This design comes from an exercise in tuning for small area, a short achievable clock period and few clock cycles on the open sky130 flow, not from production work. Function was checked by simulation only, so behaviour that the tests miss may differ from the original. Power is estimated from default activity; no workload was simulated.

==> design.v <==
module rfbi_timing_solver (
    input  wire         clk,
    input  wire         rst,
    input  wire         cmd_valid,
    output wire         cmd_ready,
    input  wire         cmd_op,
    input  wire [31:0]  cmd_rate_khz,
    input  wire [319:0] cmd_req,
    output reg          done,
    output reg          res_ok,
    output reg          res_gran,
    output reg  [31:0]  res_word_a,
    output reg  [31:0]  res_word_b,
    output wire [329:0] res_rounded,
    output wire [31:0]  period_ps
);
    localparam [31:0] PS_PER_KHZ = 32'd1000000000;
    reg         idle;                   
    reg         step;                   
    reg         fin;                    
    reg         rnd;                    
    reg         sstep;                  
    reg         ready;                  
    reg  [4:0]  cnt;
    reg  [29:0] per;                    
    assign cmd_ready = ready;
    assign period_ps = {2'b00, per};
    reg  [4:0]  blen;
    integer b;
    always @(*) begin
        blen = 5'd0;
        for (b = 0; b < 30; b = b + 1)
            if (cmd_rate_khz[b]) blen = b[4:0] + 5'd1;
    end
    wire [4:0]  sbits   = 5'd31 - blen;           
    wire [29:0] set_rem = PS_PER_KHZ >> sbits;
    wire        set_bit = PS_PER_KHZ[cnt];
    function [33:0] bk_add;
        input [32:0] x, y;
        input        cin;
        reg   [32:0] p, g, pp, gg;
        integer      i, j;
        begin
            p  = x ^ y;
            g  = x & y;
            pp = p;
            gg = g;
            gg[0] = g[0] | (p[0] & cin);
            for (i = 1; i <= 6; i = i + 1)
                for (j = 2**i - 1; j < 33; j = j + 2**i) begin
                    gg[j] = gg[j] | (pp[j] & gg[j - 2**(i-1)]);
                    pp[j] = pp[j] & pp[j - 2**(i-1)];
                end
            for (i = 6; i > 0; i = i - 1)
                for (j = 2**i + 2**(i-1) - 1; j < 33; j = j + 2**i) begin
                    gg[j] = gg[j] | (pp[j] & gg[j - 2**(i-1)]);
                    pp[j] = pp[j] & pp[j - 2**(i-1)];
                end
            bk_add = {gg[32], p ^ {gg[31:0], cin}};
        end
    endfunction
    reg  [30:0] rem  [0:9];             
    reg  [6:0]  lo   [0:9];             
    reg  [32:0] acc  [0:9];             
    reg  [1:0]  kq   [0:9];             
    wire [9:0]  fit1, fit2;
    wire        div2 = ~&fit1;
    wire        ge0;
    genvar g;
    generate
        for (g = 0; g < 10; g = g + 1) begin : g_eng
            wire [31:0] req  = cmd_req[32*g +: 32];
            wire        set0 = (g == 0) && sstep;
            wire        nz   = |rem[g];
            wire [6:0]  q    = lo[g];
            wire [7:0]  t1   = {1'b0, q} + {7'd0, nz};
            wire [7:0]  t1p  = t1 + 8'd1;
            if (g == 0 || g == 2 || g == 5) begin : g_on
                assign fit1[g] = t1 <= 8'd15;
                assign fit2[g] = t1 <= 8'd30;
            end else begin : g_off
                assign fit1[g] = t1 <= 8'd63;
                assign fit2[g] = t1 <= 8'd126;
            end
            wire [1:0]  kk   = div2 ? {nz & ~q[0], q[0]} : {1'b0, nz};
            wire [5:0]  tsel = div2 ? t1p[6:1] : t1[5:0];
            wire [31:0] cand = idle ? {6'd0, req[31:6]}
                                    : {rem[g], set0 ? set_bit : lo[g][6]};
            wire [32:0] opx  = (fin | rnd) ? acc[g] : {1'b0, cand};
            wire [32:0] opy  = rnd ? (kq[g][1] ? {2'b00, per, 1'b0}
                                    : kq[g][0] ? {3'b000, per} : 33'd0)
                             : fin ? ~{2'b00, rem[g]} : ~{3'b000, per};
            wire [33:0] res  = bk_add(opx, opy, ~rnd);
            wire        ge   = res[33];               
            if (g == 0) begin : g_ge
                assign ge0 = ge;
            end
            always @(posedge clk) begin
                kq[g] <= kk;
                rem[g] <= (g == 0 && idle && !cmd_op) ? {1'b0, set_rem}
                        : ge ? res[30:0] : cand[30:0];
                if (idle)
                    lo[g] <= {req[5:0], ge};
                else if (fin)
                    lo[g] <= {1'b0, tsel};
                else
                    lo[g] <= {lo[g][5:0], ge};
                if (idle)
                    acc[g] <= (g == 0 && !cmd_op) ? 33'd0 : {1'b0, req};
                else if (fin | rnd)
                    acc[g] <= res[32:0];
                else if (set0)
                    acc[g] <= {acc[g][31:0], ge};
            end
            assign res_rounded[33*g +: 33] = acc[g];
        end
    endgenerate
    function [5:0] maxn;
        input [35:0] v;
        input integer n;
        reg   [5:0]  r;
        reg          win;
        integer      i, j;
        begin
            r = 6'd0;
            for (i = 0; i < n; i = i + 1) begin
                win = 1'b1;
                for (j = 0; j < n; j = j + 1)
                    if (j < i)      win = win & (v[6*i +: 6] >  v[6*j +: 6]);
                    else if (j > i) win = win & (v[6*i +: 6] >= v[6*j +: 6]);
                r = r | ({6{win}} & v[6*i +: 6]);
            end
            maxn = r;
        end
    endfunction
    wire [5:0] cs_on  = lo[0][5:0];
    wire [5:0] we_on  = lo[2][5:0];
    wire [5:0] re_on  = lo[5][5:0];
    wire [5:0] cs_on1 = cs_on + 6'd1;
    wire [5:0] we_on1 = we_on + 6'd1;
    wire [5:0] re_on1 = re_on + 6'd1;
    wire [5:0] we_off = maxn({24'd0, lo[3][5:0], we_on1}, 2);
    wire [5:0] re_off = maxn({24'd0, lo[6][5:0], re_on1}, 2);
    wire [5:0] cs_off = maxn({lo[1][5:0], cs_on1, lo[3][5:0], we_on1,
                              lo[6][5:0], re_on1}, 6);
    wire [5:0] access   = maxn({24'd0, lo[8][5:0], re_on1}, 2);
    wire [5:0] we_cycle = maxn({18'd0, lo[4][5:0], lo[3][5:0], we_on1}, 3);
    wire [5:0] re_cycle = maxn({18'd0, lo[7][5:0], lo[6][5:0], re_on1}, 3);
    wire [5:0] cs_pulse = lo[9][5:0];
    wire accept = idle & cmd_valid;
    wire last   = (cnt == 5'd0);
    always @(posedge clk) begin
        if (rst) begin
            idle  <= 1'b1;
            ready <= 1'b1;
            step  <= 1'b0;
            fin   <= 1'b0;
            rnd   <= 1'b0;
            sstep <= 1'b0;
            done  <= 1'b0;
        end else begin
            idle  <= (idle & ~cmd_valid) | rnd | (sstep & last);
            ready <= (idle & ~cmd_valid) | rnd | (sstep & last);
            step  <= (accept & cmd_op) | (step & ~last);
            fin   <= step & last;
            rnd   <= fin;
            sstep <= (accept & ~cmd_op) | (sstep & ~last);
            done  <= rnd | (sstep & last);
        end
    end
    always @(posedge clk) begin
        if (idle)
            cnt <= cmd_op ? 5'd5 : sbits - 5'd1;
        else
            cnt <= cnt - 5'd1;
    end
    always @(posedge clk) begin
        if (accept && !cmd_op)
            per <= cmd_rate_khz[29:0];
        else if (sstep && last)
            per <= {acc[0][28:0], ge0};
    end
    always @(posedge clk) begin
        if (fin) begin
            res_ok   <= &fit2;
            res_gran <= div2;
        end
        res_word_a <= {2'b00, re_off, re_on[3:0], we_off, we_on[3:0],
                       cs_off, cs_on[3:0]};
        res_word_b <= {4'b0000, access, 4'b0000, cs_pulse, re_cycle,
                       we_cycle};
    end
endmodule
==> run.sh <==
#!/bin/bash
# synth_recipe.tcl (not shown) runs the flow's synth.tcl, then flattens the netlist and writes it again
# the make line also repeats each setting of config.mk as NAME=value (left out here)
make -C /OpenROAD-flow-scripts/flow DESIGN_CONFIG=/design/flow/config.mk WORK_HOME=/design/flow/orfs CLKGATE_MAP_FILE= SYNTH_SCRIPT=/design/flow/synth_recipe.tcl finish
==> config.mk <==
export PLATFORM = sky130hd
export DESIGN_NAME = rfbi_timing_solver
export DESIGN_NICKNAME = rfbi_timing_solver
export VERILOG_FILES = /design/flow/design.v
export SDC_FILE = /design/flow/constraint.sdc
export NUM_CORES = 4
export LEC_CHECK = 0
export CAP_MARGIN = 20
export CORE_MARGIN = 2
export CORE_UTILIZATION = 55
export PLACE_DENSITY = 0.65
export SETUP_SLACK_MARGIN = 5
export SLEW_MARGIN = 20
==> constraint.sdc <==
create_clock -name core_clock -period 11.0 [get_ports {clk}]
set_input_delay 2.2000 -clock core_clock [delete_from_list [all_inputs] [get_ports {clk}]]
set_output_delay 2.2000 -clock core_clock [all_outputs]
set_load 0.01 [all_outputs]
==> impl_metrics.json, run 1 <==
{
  "numCtsBuffers": 98,
  "cts.path.max_buffers": 3,
  "vias_per_cell": 6.86,
  "worstSetupPathType": "in2reg",
  "synth_edf_count": 353,
  "worst_slew_pin_slew_ps": 1230,
  "grt.total_usage_pct": 48.4,
  "ys.flop_type": "dfxtp_1",
  "slew_headroom_pct": 17.9,
  "grt_start_max_net_pins": 158,
  "htreeDepth": 3,
  "ff2ff_setup_slack_ps": 5030,
  "status": "no timing/DRC/antenna violations",
  "design_area_um2": 79500,
  "p_leak_nw": 34.4,
  "yosysWarnings": 5,
  "dp_hpwl_um": 204000,
  "cap_violations": 0,
  "yosysUniqueCellTypes": 81,
  "finalSetupViolCount": 0,
  "io_buffers": 771,
  "finalCriticalPeriod_ps": 6020,
  "end_kind": "register",
  "muxShareOfSynthArea_pct": 3.01,
  "synth.avg_cell_area_um2": 8.20,
  "setup_slack_ps": 4980,
  "drtIter0Drc": 10900,
  "cts_tree": "built",
  "synth_area_um2": 64700,
  "ioPinCount": 786,
  "drc": 0,
  "finalWeightedCongestion": 1.02,
  "ant_nets": 0,
  "synthArstFlopShare_pct": 0,
  "multiInputGateArea_um2": 41900,
  "placed_area_um2": 73400,
  "cp_max_fo": 3,
  "syn_to_final_growth_pct": 22.7,
  "seqCellArea_um2": 20100,
  "drtPass1Iterations": 14,
  "holdWs_ps": 442,
  "drive_gt1_share_pct": 9.05,
  "ir_worst_vdd_mv": 0.147,
  "start_util_pct": 55.6,
  "arrival_ps": 6630,
  "layout.nets": 9466,
  "fin_util_pct": 68.2,
  "powerDensity_nw_per_um2": 204,
  "max_freq_mhz": 166,
  "finalNonFillerCells": 10200,
  "die_area_um2": 120000,
  "synthXorXnorAreaFrac_pct": 3.19,
  "ys_ff_latch": 827,
  "synthCells": 7896,
  "fillers": 9579,
  "crit_required_ps": 11610,
  "synthSimpleGateAreaFrac_pct": 15.2,
  "slew_viol_final": 0,
  "pre_cts_slack_ps": 2580,
  "synth_top_family_by_area": "compound AO/OA/AOI/OAI gates",
  "synth_compound_area_share_pct": 26.6,
  "power_mw": 16.2,
  "startpoint_type": "input port",
  "drt-total-wl_um": 308000,
  "num_rows": 125,
  "post_drt_wl_per_cell_um": 30.3,
  "hold_class": "reg2reg",
  "synthAdderAreaFrac_pct": 15.0,
  "vias": 69600,
  "min_period_over_period_pct": 54.7,
  "setup_tns_ps": 0,
  "grt_antenna_before_repair": 35,
  "path_clk_slew_ps": 70,
  "die_y_um": 347,
  "finClkSkew_ps": 39.3,
  "placedCellCount": 9753,
  "cts.sinks": 827,
  "rsz0062_at_grt": "yes",
  "root_buffer": "clkbuf_16",
  "hold_violations": 0,
  "clkLatencyLatePin_ps": 730,
  "grt_pass1_vias": 63800,
  "die_w_um": 347,
  "grt_first_pass_wirelength_um": 431000,
  "gr-total-overflow": 0,
  "ys_seq_area_share_pct": 31.0,
  "core_region_area_um2": 117000
}
## worst paths after layout
check,from,depth (start not counted),end
worst min-delay path,lo[9][0],0,res_word_b[12]
worst max register to register,rnd,19,rem[6][9]
worst min register to register,lo[9][0],0,res_word_b[12]
worst max-delay path,cmd_req[40],17,acc[1][32]
## repair_timing
item / in CTS / in global routing
setup endpoints to repair: 463 / 371
hold endpoints to repair: 0 / 0
gates resized for setup: 132 / 169
cloned: 1 / 14
hold buffers: 0 / 0
buffers inserted: 58 / 42
pin swaps: 48 / 93
## cell usage in the layout, fill, tap and decap left out, drive strengths merged, types with 25 or more instances in the layout
cell	instances
clkdlybuf4s50	751
a21o	194
nor2b	68
a21boi	128
ha	486
edfxtp	353
inv	448
nand2b	32
nor2	1022
a221oi	161
mux2	29
xor2	182
o21ai	1006
clkinv	25
a22o	33
or2	39
o21a	79
diode	98
nor3	82
nand4	32
o211ai	30
nand2	649
xnor2	54
a211oi	26
fa	180
a21oi	416
nand3	151
clkbuf	154
a31oi	134
dfxtp	474
a22oi	211
buf	223
mux2i	160
a21bo	109
nor4	91
## Yosys cell counts (128+ instances only)
master | instances | area, µm²
nor2_1 | 1021 | 3830
a21boi_0 | 128 | 961
ha_1 | 486 | 6080
nand3_1 | 150 | 751
a22oi_1 | 211 | 1580
inv_1 | 441 | 1660
clkbuf_1 | 475 | 1780
a21o_1 | 194 | 1460
dfxtp_1 | 474 | 9490
a221oi_1 | 160 | 1400
mux2i_1 | 160 | 1600
fa_1 | 180 | 3600
xor2_1 | 182 | 1590
a21oi_1 | 416 | 2080
a31oi_1 | 134 | 838
edfxtp_1 | 353 | 10600
o21ai_0 | 996 | 4980
nand2_1 | 649 | 2440
## layer usage
metal	up-vias	GRT usage, %	part of all wire [%]	wire length [µm]
li1	29500	-	-	-
met1	32600	59.1	34	105000
met2	6045	67.4	40	124000
met3	1429	17.1	15	47700
met4	12	41.7	10	31100
met5	-	0.480	0.034	104
## sequential cells by signal, indices dropped and copies added (netlist names)
signal / cells
acc: 330
cnt: 5
done: 1
fin: 1
idle: 1
kq: 20
lo: 70
per: 30
rem: 310
res_gran: 1
res_ok: 1
res_word_a: 30
res_word_b: 24
rnd: 1
sstep: 1
step: 1
## critical path, stage by stage
cell,delay (ps)
clkdlybuf4s50_1,500
nand2_1,180
a21boi_0,230
a21o_1,260
inv_1,80
ha_1,220
nor2b_2,160
o31a_1,330
nor4_4,260
nor3_4,110
o31ai_4,310
a21oi_4,130
o41ai_4,330
o21ai_2,120
o41ai_2,320
fa_4,710
o21ai_0,170
## final cells by class
cell class                      instances  area share (%)
Multi-Input combinational cell       6065            52.7
Sequential cell                       827            25.3
Timing Repair Buffer                 1007            12.9
Clock buffer                          139            3.61
Tap cell                             1524            2.40
Inverter                              445            2.14
Clock inverter                         45           0.635
Antenna cell                           98           0.309
## power by group
part	leakage, nW	total (mW)	internal [mW]	switching, mW
registers	7.57	5.21	4.21	1.01
logic	25.2	7.46	3.20	4.26
clock network	1.66	3.51	2.05	1.46
## cells by family (layout without fill, tap and decap cells)
group / after synthesis / count (layout)
buffers and inverters: 1016 / 1636
DFF: 827 / 827
other: 1 / 110
muxes: 190 / 190
AOI/OAI and AO/OA: 2691 / 2691
xor gates and xnor gates: 236 / 236
adders and majority gates: 666 / 666
and+or+nand+nor: 2269 / 2270
Testbench counts, summed over its fixed seeds: cycles 5,046.
==> run 2: changes to the inputs <==
--- a/design.v
+++ b/design.v
@@ -21,2 +21,3 @@
     reg         rnd;                    
+    reg         s3p;                    
     reg         sstep;                  
@@ -32,7 +33,9 @@
         for (b = 0; b < 30; b = b + 1)
-            if (cmd_rate_khz[b]) blen = b[4:0] + 5'd1;
-    end
-    wire [4:0]  sbits   = 5'd31 - blen;           
+            if (per[b]) blen = b[4:0] + 5'd1;
+    end
+    wire [5:0]  sodd    = 6'd31 - {1'b0, blen};
+    wire [5:0]  sbits   = sodd + {5'd0, sodd[0]};
     wire [29:0] set_rem = PS_PER_KHZ >> sbits;
-    wire        set_bit = PS_PER_KHZ[cnt];
+    wire [1:0]  set_bits = {PS_PER_KHZ[{cnt[3:0], 1'b1}],
+                            PS_PER_KHZ[{cnt[3:0], 1'b0}]};
     function [33:0] bk_add;
@@ -67,3 +70,6 @@
     wire        div2 = ~&fit1;
-    wire        ge0;
+    wire [2:0]  sge;                    
+    wire [31:0] sres [0:2];             
+    wire [31:0] c4   = {rem[0][29:0], set_bits};
+    wire [1:0]  sdig = sge[2] ? 2'd3 : sge[1] ? 2'd2 : sge[0] ? 2'd1 : 2'd0;
     genvar g;
@@ -72,3 +78,2 @@
             wire [31:0] req  = cmd_req[32*g +: 32];
-            wire        set0 = (g == 0) && sstep;
             wire        nz   = |rem[g];
@@ -86,12 +91,20 @@
             wire [5:0]  tsel = div2 ? t1p[6:1] : t1[5:0];
+            wire        sg   = (g < 3) && sstep;
             wire [31:0] cand = idle ? {6'd0, req[31:6]}
-                                    : {rem[g], set0 ? set_bit : lo[g][6]};
-            wire [32:0] opx  = (fin | rnd) ? acc[g] : {1'b0, cand};
+                             : sg ? c4 : {rem[g], lo[g][6]};
+            wire [32:0] opx  = (fin | rnd) ? acc[g]
+                             : (g == 3 && s3p) ? {3'b000, per}
+                             : {1'b0, cand};
+            wire [32:0] mulp = (g == 1) ? ~{2'b00, per, 1'b0}
+                             : (g == 2) ? ~acc[3] : ~{3'b000, per};
             wire [32:0] opy  = rnd ? (kq[g][1] ? {2'b00, per, 1'b0}
                                     : kq[g][0] ? {3'b000, per} : 33'd0)
-                             : fin ? ~{2'b00, rem[g]} : ~{3'b000, per};
-            wire [33:0] res  = bk_add(opx, opy, ~rnd);
+                             : (g == 3 && s3p) ? {2'b00, per, 1'b0}
+                             : fin ? ~{2'b00, rem[g]}
+                             : sg ? mulp : ~{3'b000, per};
+            wire [33:0] res  = bk_add(opx, opy, ~(rnd | (g == 3 && s3p)));
             wire        ge   = res[33];               
-            if (g == 0) begin : g_ge
-                assign ge0 = ge;
+            if (g < 3) begin : g_s
+                assign sge[g]  = ge;
+                assign sres[g] = res[31:0];
             end
@@ -99,4 +112,9 @@
                 kq[g] <= kk;
-                rem[g] <= (g == 0 && idle && !cmd_op) ? {1'b0, set_rem}
-                        : ge ? res[30:0] : cand[30:0];
+                if (g == 0 && s3p)
+                    rem[g] <= {1'b0, set_rem};
+                else if (g == 0 && sstep)
+                    rem[g] <= sge[2] ? sres[2][30:0] : sge[1] ? sres[1][30:0]
+                            : sge[0] ? sres[0][30:0] : c4[30:0];
+                else
+                    rem[g] <= ge ? res[30:0] : cand[30:0];
                 if (idle)
@@ -108,7 +126,9 @@
                 if (idle)
-                    acc[g] <= (g == 0 && !cmd_op) ? 33'd0 : {1'b0, req};
-                else if (fin | rnd)
+                    acc[g] <= {1'b0, req};
+                else if (g == 0 && s3p)
+                    acc[g] <= 33'd0;
+                else if (fin | rnd | (g == 3 && s3p))
                     acc[g] <= res[32:0];
-                else if (set0)
-                    acc[g] <= {acc[g][31:0], ge};
+                else if (g == 0 && sstep)
+                    acc[g] <= {acc[g][30:0], sdig};
             end
@@ -158,2 +178,3 @@
             rnd   <= 1'b0;
+            s3p   <= 1'b0;
             sstep <= 1'b0;
@@ -166,3 +187,4 @@
             rnd   <= fin;
-            sstep <= (accept & ~cmd_op) | (sstep & ~last);
+            s3p   <= accept & ~cmd_op;
+            sstep <= s3p | (sstep & ~last);
             done  <= rnd | (sstep & last);
@@ -172,3 +194,5 @@
         if (idle)
-            cnt <= cmd_op ? 5'd5 : sbits - 5'd1;
+            cnt <= 5'd5;
+        else if (s3p)
+            cnt <= {1'b0, sbits[4:1]} - 5'd1;
         else
@@ -180,3 +204,3 @@
         else if (sstep && last)
-            per <= {acc[0][28:0], ge0};
+            per <= {acc[0][27:0], sdig};
     end
==> run 2 against run 1 <==
Total power rose by 6.0%. Core utilization fell by 0.53 points. Global-route usage is 3.3 points higher. Setup slack got worse by 59 ps. Routed wire length grew 12%. Synthesized cell count grew 5.5%. Still clean. Sequential cell count grew 1. Clock skew is 9.2 ps lower. Combinational power is 11% higher. Worst hold slack worse by 66 ps. Area after synthesis increased by 5.0%.
==> impl_metrics.json, run 2 <==
{
  "rsz0062_at_grt": "yes",
  "drtPass1Iterations": 11,
  "min-delay-start": "lo[9][0]",
  "syn_to_final_growth_pct": 22.6,
  "ys_seq_area_share_pct": 29.6,
  "vias_per_cell": 7.02,
  "cp_max_fo": 5,
  "top_register": "acc",
  "startpoint_type": "input port",
  "crit-reg2reg-launch": "fin",
  "powerDensity_nw_per_um2": 206,
  "finalWeightedCongestion": 1.09,
  "slew_viol_final": 0,
  "whs_path_depth": 0,
  "r2r_end": "rem[0][5]",
  "min_to": "res_word_b[12]",
  "use_met1_pct": 59.3,
  "cts-hold-fix-buffers": 0,
  "synth_edf_count": 352,
  "cts.path.max_buffers": 3,
  "fin_util_pct": 67.7,
  "ant_nets": 0,
  "crit_start": "cmd_req[16]",
  "finalSetupViolCount": 0,
  "io_buffers": 771,
  "drt-total-wl_um": 346000,
  "dp_hpwl_um": 238000,
  "synth_area_leaders": "edfxtp_1 16%, dfxtp_1 14%, ha_1 8.9%",
  "switchingPower_mw": 7.58,
  "clkLatencyLatePin_ps": 730,
  "seqPwrFrac_pct": 31.7,
  "min_period_over_period_pct": 55.3,
  "grt_first_pass_wirelength_um": 478000,
  "root_buffer": "clkbuf_16",
  "grt_start_max_net_pins": 134,
  "yosysWarnings": 5,
  "start_util_pct": 55.2,
  "use_met2_pct": 73.2,
  "setup_tns_ps": 0,
  "grt_antenna_before_repair": 40,
  "htreeDepth": 3,
  "largest_register_ff_count": 330,
  "multiInputGateArea_um2": 45000,
  "top_regs": "acc (330), rem (310), lo (70)",
  "hold_class": "reg2reg",
  "crit_required_ps": 11640,
  "core_region_area_um2": 123000,
  "hold_violations": 0,
  "reg2regPathDepth": 22,
  "p_int_mw": 9.57,
  "ff2ff_setup_slack_ps": 5010,
  "ioPinCount": 786,
  "max_freq_mhz": 165,
  "die_y_um": 356,
  "synthCells": 8329,
  "ir_worst_vdd_mv": 0.165,
  "vias": 74900,
  "power.share.switching_pct": 44.2,
  "comb_power_share_pct": 48.4,
  "layout.nets": 9911,
  "drtIter0Drc": 12500,
  "synthArstFlopShare_pct": 0,
  "worst_slew_pin_slew_ps": 1330,
  "slew_headroom_pct": 11.0,
  "final_cell_mix": "867 x o21ai_0, 850 x nand2_1, 817 x nor2_1",
  "p_leak_nw": 34.9,
  "post_drt_wl_per_cell_um": 32.4,
  "end_kind": "register",
  "use_met3_pct": 19.7,
  "synth_common_cells": "910 x o21ai_0, 887 x nand2_1, 828 x nor2_1",
  "grt.total_usage_pct": 51.7,
  "path_clk_slew_ps": 60,
  "finalCriticalPeriod_ps": 6080,
  "status": "no timing/DRC/antenna violations",
  "ys.flop_type": "dfxtp_1",
  "ys_ff_latch": 828,
  "yosysMostFrequentCell": "o21ai_0",
  "worstSetupPathType": "in2reg",
  "cap_violations": 0,
  "numCtsBuffers": 99,
  "finClkSkew_ps": 30.0,
  "arrival_ps": 6720,
  "die_w_um": 356,
  "synth.avg_cell_area_um2": 8.16,
  "drive_gt1_share_pct": 9.91,
  "final_common_cell": "o21ai_0",
  "netlist.area_leader.share_pct": 15.5,
  "grt-busiest-layer": "met2",
  "p_clk_share_pct": 19.9,
  "die_area_um2": 126000,
  "cts_tree": "built",
  "seqCellArea_um2": 20100,
  "yosysUniqueCellTypes": 92,
  "cts.sinks": 828,
  "grt_pass1_vias": 69100,
  "fillers": 9993,
  "gr-total-overflow": 0,
  "synth_area_um2": 68000,
  "num_rows": 129,
  "drc": 0,
  "holdWs_ps": 376,
  "synth_top_cell_by_area": "edfxtp_1"
}
==> run 2: changes by cell type after synthesis, sizes merged, moves of 34 or more <==
cell | previous run | this run
a211oi | 26 | 80
a21bo | 109 | 75
a21o | 194 | 153
a21oi | 416 | 520
a22oi | 211 | 144
a32o | 0 | 35
mux2i | 160 | 263
nand2 | 649 | 887
nand2b | 32 | 67
nor2 | 1021 | 828
nor2b | 68 | 114
o211ai | 30 | 74
o21a | 79 | 168
o21ai | 1006 | 927
==> run 2: worst max path at each step <==
stage | to | cells after the start
2_1_floorplan | acc[0][0] | 21
3_3_place_gp | rem[0][3] | 23
3_5_place_dp | rem[0][5] | 23
4_1_cts | rem[0][21] | 22
5_1_grt | rem[0][5] | 21
6_report | rem[0][5] | 21
==> run 2: cell type report <==
cell class                 instances  area share, %
clock inverter                    48          0.468
timing repair buffer            1073           13.3
multi-input combinational       6452           54.0
timing repair inverter             5         0.0450
clock buffer                     135           3.42
inverter                         434           2.00
sequential                       828           24.1
tap                             1637           2.46
antenna                           64          0.192
==> run 2: stage by stage <==
step	setup slack (ps)	power, mW	instances	instance area [µm²]
finish	4920	17.2	10700	83300
global route	4850	17.6	10600	83200
CTS	4950	16.3	10500	81600
detailed placement	2930	12.4	10300	76700
global placement	2960	12.2	10300	76700
floorplan	5000	9.33	8340	68200
==> run 2: kinds of logic (layout without fill, tap and decap cells) <==
kind of cell | Yosys count | in the layout | synth area share (%)
xor gates and xnor gates | 237 | 237 | 3.05
other | 1 | 76 | 0.00551
DFF | 828 | 828 | 29.6
adders and majority gates | 662 | 662 | 14.2
buffers and inverters | 1061 | 1695 | 6.02
AOI/OAI and AO/OA | 2819 | 2819 | 26.7
and+or+nand+nor | 2409 | 2410 | 15.8
muxes | 312 | 312 | 4.68
==> run 2: what timing repair did <==
action	CTS	global route
setup buffers	74	69
setup endpoints to repair	406	357
pin swaps	46	120
endpoints found under the hold margin	0	0
gates cloned	15	10
gates resized for setup	187	203
==> run 2: metal layers <==
| layer | routed length (µm) | up-vias |
|---|---|---|
| met5 | 145 | - |
| met4 | 42200 | 13 |
| met3 | 51500 | 1881 |
| met2 | 139000 | 6626 |
| met1 | 114000 | 35100 |
| li1 | - | 31300 |
==> run 2: critical path, stage by stage <==
cell,delay [ps]
clkdlybuf4s50_1,500
nand2_2,110
o21a_1,190
o21ai_2,160
ha_1,280
and3_1,190
a211oi_2,240
nand4b_1,150
o21a_2,270
a31o_4,270
a21oi_4,210
o211ai_1,140
o211ai_1,150
fa_2,370
buf_6,150
clkinvlp_4,210
and2_4,240
o22a_1,170
o211ai_1,190
o21ai_1,120
o22ai_1,180
==> run 2: power by group through the flow <==
stage	clock network, mW	logic, mW	registers, mW
after floorplan	0	4.48	4.85
after global placement	0	6.89	5.34
after detailed placement	0	7.03	5.34
after CTS	3.37	7.63	5.29
after global routing	3.49	8.74	5.40
final	3.42	8.30	5.43
Testbench counts of run 2, summed over its fixed seeds: cycles 4,775.
==> run 3: changes to the inputs <==
--- a/config.mk
+++ b/config.mk
@@ -9,5 +9,7 @@
 export CORE_MARGIN = 2
-export CORE_UTILIZATION = 55
-export PLACE_DENSITY = 0.65
+export CORE_UTILIZATION = 40
+export CTS_BUF_LIST = sky130_fd_sc_hd__clkbuf_8
+export PLACE_DENSITY = 0.6
 export SETUP_SLACK_MARGIN = 5
 export SLEW_MARGIN = 20
+export TNS_END_PERCENT = 20
==> run 3 against run 2 <==
Still clean on timing, DRC and antenna. Critical path depth shrank 2. First-iteration DRC count shrank 28%. Sequential power shrank 0.9%. Worst hold slack gained 58 ps. Non-clock buffer count shrank 47. Routed wire length grew 5.4%. Clock power is essentially flat. Sequential cell count is the same. Combinational power shrank 3.7%. Setup slack lost 26 ps. Register-to-register slack lost 120 ps. Clock skew grew 33 ps. Critical path type is now reg2reg. Highest routed layer unchanged.
==> impl_metrics.json, run 3 <==
{
  "max_freq_mhz": 164,
  "pre_cts_slack_ps": 2610,
  "core_region_area_um2": 169000,
  "top_register": "acc",
  "ys.flop_type": "dfxtp_1",
  "finalSetupViolCount": 0,
  "arrival_ps": 6760,
  "netlist.area_leader.share_pct": 15.5,
  "hold_violations": 0,
  "vias_per_cell": 6.37,
  "final_cell_mix": "878 x o21ai_0, 861 x nand2_1, 820 x nor2_1",
  "cts.sinks": 828,
  "cap_violations": 0,
  "hold_class": "reg2reg",
  "die_area_um2": 173000,
  "synthCells": 8329,
  "cts_tree": "built",
  "grt_start_max_net_pins": 132,
  "slew_headroom_pct": 22.4,
  "htreeDepth": 4,
  "setup_tns_ps": 0,
  "syn_to_final_growth_pct": 22.1,
  "final_common_cell": "o21ai_0",
  "p_leak_nw": 34.8,
  "drtIter0Drc": 9037,
  "synth.avg_cell_area_um2": 8.16,
  "met1_length_um": 129000,
  "synthSimpleGateAreaFrac_pct": 15.8,
  "root_buffer": "clkbuf_8",
  "placedCellCount": 10900,
  "ant_nets": 0,
  "start_util_pct": 40.2,
  "min_period_over_period_pct": 55.5,
  "worstSetupPathType": "reg2reg",
  "ioPinCount": 786,
  "path_clk_slew_ps": 70,
  "ys_seq_area_share_pct": 29.6,
  "yosysMostFrequentCell": "o21ai_0",
  "synth_area_leaders": "edfxtp_1 16%, dfxtp_1 14%, ha_1 8.9%",
  "gr-total-overflow": 0,
  "drt-total-wl_um": 365000,
  "ys_ff_latch": 828,
  "cp_max_fo": 24,
  "maxUsedRoutingLayer": "met5",
  "die_w_um": 416,
  "worst_slew_pin_slew_ps": 1160,
  "wl_met3_um": 34700,
  "drtPass1Iterations": 8,
  "wl_met2_um": 158000,
  "top_regs": "acc (330), rem (310), lo (70)",
  "synth_common_cells": "910 x o21ai_0, 887 x nand2_1, 828 x nor2_1",
  "clkLatencyLatePin_ps": 950,
  "synth_edf_count": 352,
  "status": "no timing/DRC/antenna violations",
  "crit_required_ps": 11650,
  "ir_worst_vdd_mv": 0.136,
  "muxShareOfSynthArea_pct": 4.68,
  "yosysWarnings": 5,
  "layout.nets": 9925,
  "grt_antenna_before_repair": 26,
  "end_kind": "register",
  "drc": 0,
  "yosysUniqueCellTypes": 92,
  "dp_hpwl_um": 260000,
  "synthAdderAreaFrac_pct": 14.2,
  "synthXorXnorAreaFrac_pct": 3.05,
  "setup_slack_ps": 4890,
  "grt_first_pass_wirelength_um": 505000,
  "io_buffers": 771,
  "rsz0062_at_grt": "yes",
  "numCtsBuffers": 164,
  "slew_viol_final": 0,
  "grt.total_usage_pct": 40.4,
  "post_drt_wl_per_cell_um": 32.3,
  "finalNonFillerCells": 11300,
  "powerDensity_nw_per_um2": 202,
  "grt_pass1_vias": 68600,
  "synth_area_um2": 68000,
  "vias": 71900,
  "cts.path.max_buffers": 3,
  "synth_compound_area_share_pct": 26.7,
  "num_rows": 151,
  "finalWeightedCongestion": 1.03,
  "synth_top_family_by_area": "compound AO/OA/AOI/OAI gates",
  "synthArstFlopShare_pct": 0,
  "finClkSkew_ps": 62.9,
  "die_y_um": 416,
  "cts-hold-fix-buffers": 0,
  "startpoint_type": "register",
  "finalCriticalPeriod_ps": 6110,
  "largest_register_ff_count": 330,
  "synth_top_cell_by_area": "edfxtp_1",
  "drive_gt1_share_pct": 9.36
}
[run 3: cell count changes in the layout (fill, tap and decap cells not counted), sizes merged, moves of 6 or more]
| cell | before | now |
|---|---|---|
| clkdlybuf4s50 | 755 | 762 |
| inv | 435 | 490 |
| clkbuf | 148 | 206 |
| dlymetal6s2s | 12 | 6 |
| clkinvlp | 13 | 7 |
| buf | 289 | 244 |
| diode | 64 | 22 |
[run 3: final timing paths]
| path | startpoint | endpoint | slack, ps | depth (start not counted) |
|---|---|---|---|---|
| hold reg to reg | lo[9][1] | res_word_b[13] | 430 | 0 |
| setup reg to reg | per[21] | acc[0][0] | 4890 | 19 |
| setup / recovery | per[21] | acc[0][0] | 4890 | 19 |
| hold / removal | lo[9][1] | res_word_b[13] | 430 | 0 |
[run 3: cell families after synthesis]
kind of cell / count (synthesis)
adder cells (fa/ha/maj): 662
flip-flops: 828
buffers and inverters: 1061
multiplexers: 312
AND/OR/NAND/NOR: 2409
XOR/XNOR: 237
AO/OA/AOI/OAI: 2819
other: 1
[run 3: layout make-up]
| class | instances | area, µm² |
|---|---|---|
| clock buffers | 196 | 2700 |
| multi-input cells | 6452 | 44700 |
| clock inverters | 109 | 669 |
| fillers | 16400 | 86000 |
| diodes | 22 | 55.1 |
| well taps | 2218 | 2780 |
| flip-flops and latches | 828 | 20100 |
| repair buffers | 1026 | 10400 |
| inverters | 434 | 1670 |
| repair inverters | 1 | 7.51 |
[run 3: critical path, cell delays in order (launching register included)]
cell and delay [ps]:
edfxtp_1 900, buf_4 590, mux2i_1 140, nor2_1 900, a21oi_1 70, nor2_1 130, a21oi_1 60, ha_1 380
o21a_1 200, a21oi_1 230, o31ai_4 120, a21o_1 220, a2111oi_4 310, nor3_2 100, fa_4 560, buf_4 180
buf_6 170, a21oi_4 180, nand2_1 80, a32o_1 260
[run 3: power breakdown]
part | switching [mW] | internal (mW) | leakage, nW | total (mW)
logic | 4.69 | 3.30 | 25.2 | 7.99
clock network | 1.61 | 1.78 | 1.95 | 3.39
registers | 1.21 | 4.18 | 7.55 | 5.38
total | 7.51 | 9.26 | 34.8 | 16.8
[run 3: metrics by stage]
| step | power [mW] | util, % | hold slack [ps] | instance area [µm²] |
|---|---|---|---|---|
| 3_5_place_dp | 12.6 | 45.8 | 424 | 77500 |
| 2_1_floorplan | 9.33 | - | 326 | 68100 |
| 4_1_cts | 16.2 | 48.4 | 435 | 81800 |
| 3_3_place_gp | 12.5 | 45.8 | 416 | 77500 |
| 6_report | 16.8 | 49.1 | 435 | 83000 |
| 5_1_grt | 17.5 | 49.1 | 456 | 83000 |
[run 3: metal layers]
layer / track usage [%] / vias up
met2: 61.6 / 4467
met1: 45.4 / 34900
met3: 9.88 / 1295
met4: 40.3 / 10
met5: 0 / -
li1: - / 31300
[run 3: what timing repair did]
item / 4_1_cts / 5_1_grt
pin swaps: 21 / 65
gates resized for setup: 128 / 163
gates cloned: 4 / 8
buffers inserted: 33 / 56
setup endpoints to repair: 381 / 278
==> run 4: changes to the inputs <==
--- a/config.mk
+++ b/config.mk
@@ -10,3 +10,2 @@
 export CORE_UTILIZATION = 40
-export CTS_BUF_LIST = sky130_fd_sc_hd__clkbuf_8
 export PLACE_DENSITY = 0.6
==> run 4 against run 3 <==
Combinational power up 4.3%. Die area is the same. Highest routed layer unchanged. Worst hold slack gained 6.3 ps. Register-to-register slack better by 150 ps. Sequential share of layout area shrank 0.41 points. Via count up 0.81%. Still clean. Area after synthesis unchanged. Global-route usage increased by 0.081 points. Setup slack better by 54 ps. Cell area increased by 1.7%. Total power up 3.6%. Non-clock buffer count is 81 higher.
==> impl_metrics.json, run 4 <==
{
  "ant_nets": 0,
  "crit_start": "cmd_req[10]",
  "worstSetupPathType": "in2reg",
  "synth_area_um2": 68000,
  "num_rows": 151,
  "layout.nets": 9950,
  "slew_viol_final": 0,
  "ff2ff_setup_slack_ps": 5040,
  "ys.flop_type": "dfxtp_1",
  "dp_hpwl_um": 260000,
  "min_period_over_period_pct": 55.0,
  "root_buffer": "clkbuf_16",
  "synthCells": 8329,
  "cts.path.max_buffers": 3,
  "path_clk_slew_ps": 60,
  "max_freq_mhz": 165,
  "setup_tns_ps": 0,
  "cts.sinks": 828,
  "startpoint_type": "input port",
  "die_area_um2": 173000,
  "cp_max_fo": 27,
  "finalWeightedCongestion": 1.03,
  "drt-total-wl_um": 366000,
  "yosysMostFrequentCell": "o21ai_0",
  "drtIter0Drc": 9193,
  "synth.avg_cell_area_um2": 8.16,
  "status": "no timing/DRC/antenna violations",
  "drive_gt1_share_pct": 10.5,
  "gr-total-overflow": 0,
  "ys_seq_area_share_pct": 29.6,
  "design_area_um2": 84500,
  "cap_violations": 0,
  "syn_to_final_growth_pct": 24.2,
  "ys_ff_latch": 828,
  "post_drt_wl_per_cell_um": 32.4,
  "synthArstFlopShare_pct": 0,
  "p_leak_nw": 35.2,
  "min-delay-start": "lo[9][1]",
  "synth_area_leaders": "edfxtp_1 16%, dfxtp_1 14%, ha_1 8.9%",
  "hold_violations": 0,
  "grt_antenna_before_repair": 31,
  "vias_per_cell": 6.43,
  "start_util_pct": 40.2,
  "ioPinCount": 786,
  "yosysWarnings": 5,
  "synth_edf_count": 352,
  "top_register": "acc",
  "power_mw": 17.4,
  "synth_common_cells": "910 x o21ai_0, 887 x nand2_1, 828 x nor2_1",
  "drc": 0,
  "clkLatencyLatePin_ps": 770,
  "top_regs": "acc (330), rem (310), lo (70)",
  "crit_required_ps": 11650,
  "end_kind": "register",
  "drtPass1Iterations": 9,
  "grt_start_max_net_pins": 132,
  "die_y_um": 416,
  "grt_first_pass_wirelength_um": 507000,
  "fillers": 16200,
  "placed_area_um2": 77500,
  "finalCriticalPeriod_ps": 6050,
  "htreeDepth": 3,
  "largest_register_ff_count": 330,
  "rsz0062_at_grt": "yes",
  "yosysUniqueCellTypes": 92,
  "final_common_cell": "o21ai_0",
  "cts_tree": "built",
  "synth_top_cell_by_area": "edfxtp_1",
  "vias": 72500,
  "die_w_um": 416,
  "core_region_area_um2": 169000,
  "finalSetupViolCount": 0,
  "arrival_ps": 6710,
  "ir_worst_vdd_mv": 0.147,
  "numCtsBuffers": 108,
  "final_cell_mix": "856 x o21ai_0, 835 x nand2_1, 818 x nor2_1",
  "grt_pass1_vias": 68700,
  "slew_headroom_pct": 19.2,
  "grt.total_usage_pct": 40.4,
  "hold_class": "reg2reg",
  "netlist.area_leader.share_pct": 15.5,
  "powerDensity_nw_per_um2": 206,
  "finClkSkew_ps": 55.2,
  "worst_slew_pin_slew_ps": 1200,
  "crit-reg2reg-launch": "sstep",
  "cts-hold-fix-buffers": 0,
  "io_buffers": 771
}
run 4: cell counts after synthesis:
Identical to the previous run, type by type.
run 4: per-layer routing:
metal  up-vias  GRT usage [%]  routed length [µm]
met2      4785           61.0              157000
met4        14           42.4               46800
li1      31300              -                   -
met5         -              0                  88
met1     34900           45.6              128000
met3      1461           9.41               34700
run 4: cell type report:
cell class                 count  area [µm²]  area share, %
clock inverter                44         377          0.446
timing repair buffer        1107       11200           13.2
tap                         2218        2780           3.29
multi-input combinational   6452       45200           53.5
antenna                       32        80.1         0.0948
sequential                   828       20100           23.8
clock buffer                 161        3130           3.70
timing repair inverter         1        7.51        0.00889
inverter                     434        1680           1.99
run 4: through the flow:
| stage | cells | util [%] | hold WS [ps] | worst slack, ps |
|---|---|---|---|---|
| floorplan | 8340 | - | 326 | 4890 |
| global placement | 10900 | 45.8 | 416 | 2650 |
| detailed placement | 10900 | 45.8 | 424 | 2610 |
| CTS | 11200 | 49.1 | 431 | 4930 |
| global route | 11200 | 49.9 | 454 | 4900 |
| finish | 11300 | 50.0 | 441 | 4950 |
run 4: kinds of logic (layout without fill, tap and decap cells):
kind of cell             count (synthesis)  count (layout)  synth area share [%]
other                                    1              44               0.00551
AND/OR/NAND/NOR                       2409            2410                  15.8
buffers and inverters                 1061            1747                  6.02
AO/OA/AOI/OAI                         2819            2819                  26.7
multiplexers                           312             312                  4.68
adder cells (fa/ha/maj)                662             662                  14.2
XOR/XNOR                               237             237                  3.05
flip-flops                             828             828                  29.6
run 4: path summary, 6_finish.rpt:
kind,endpoint,cells past startpoint
worst max-delay path,rem[0][16],22
worst min-delay path,res_word_b[13],0
worst max register to register,rem[0][16],23
worst min register to register,res_word_b[13],0
run 4: what timing repair did:
item	CTS	global route
cloned	9	7
pin swaps	76	117
hold endpoints to repair	0	0
setup endpoints to repair	382	277
resized for setup	243	222
buffers inserted	100	66
run 4: report_power, final:
| group | switching [mW] | total (mW) | internal (mW) |
|---|---|---|---|
| registers | 1.21 | 5.39 | 4.18 |
| logic | 4.81 | 8.33 | 3.52 |
| clock network | 1.60 | 3.64 | 2.04 |
| total | 7.63 | 17.4 | 9.74 |
run 4: critical path, cell delays in order:
cell	delay, ps
clkdlybuf4s50_1	400
nand2_1	250
o21a_1	240
o21ai_1	110
ha_1	320
o21a_1	160
nand2_2	100
a2111oi_4	390
o21a_1	220
a31o_4	190
a21oi_4	70
o211ai_1	170
o211ai_1	160
fa_2	430
buf_4	160
buf_12	160
nor2b_1	190
a21oi_1	90
a21oi_1	280
nand2_1	90
a31oi_1	170
o2bb2ai_1	130

-- re-timing with driven ports --
No port has a modelled driver above. Below, the same layouts with a new extraction and two added sets of constraints. Step 1, drivers: a clkbuf_16 drives clk and a buf_2 each remaining input, both assumed. Step 2 adds t to the input delays and takes it off the output delays; t is the mean of the earliest and latest rising clock arrival at the registers after step 1. Input paths then give back, and output paths get back, about the clock's delay inside the block. a / b / c = no drivers / after step 1 / after step 2; a / b = the first two.
run	shift t [ns]	slack for setup (ns)	worst register clock-pin slew, ns
run 1	0.790	4.980 / 5.029 / 4.239	0.07 / 0.07
run 2	0.812	4.921 / 4.979 / 4.167	0.07 / 0.07
run 3	1.010	4.895 / 4.895 / 4.069	0.07 / 0.07
run 4	0.850	4.948 / 5.021 / 4.171	0.07 / 0.07
After both steps setup and hold are still met in every run listed. For run 3, which loses most, drivers alone change the setup slack by 0.000 ns; drivers and shift together by -0.826 ns.
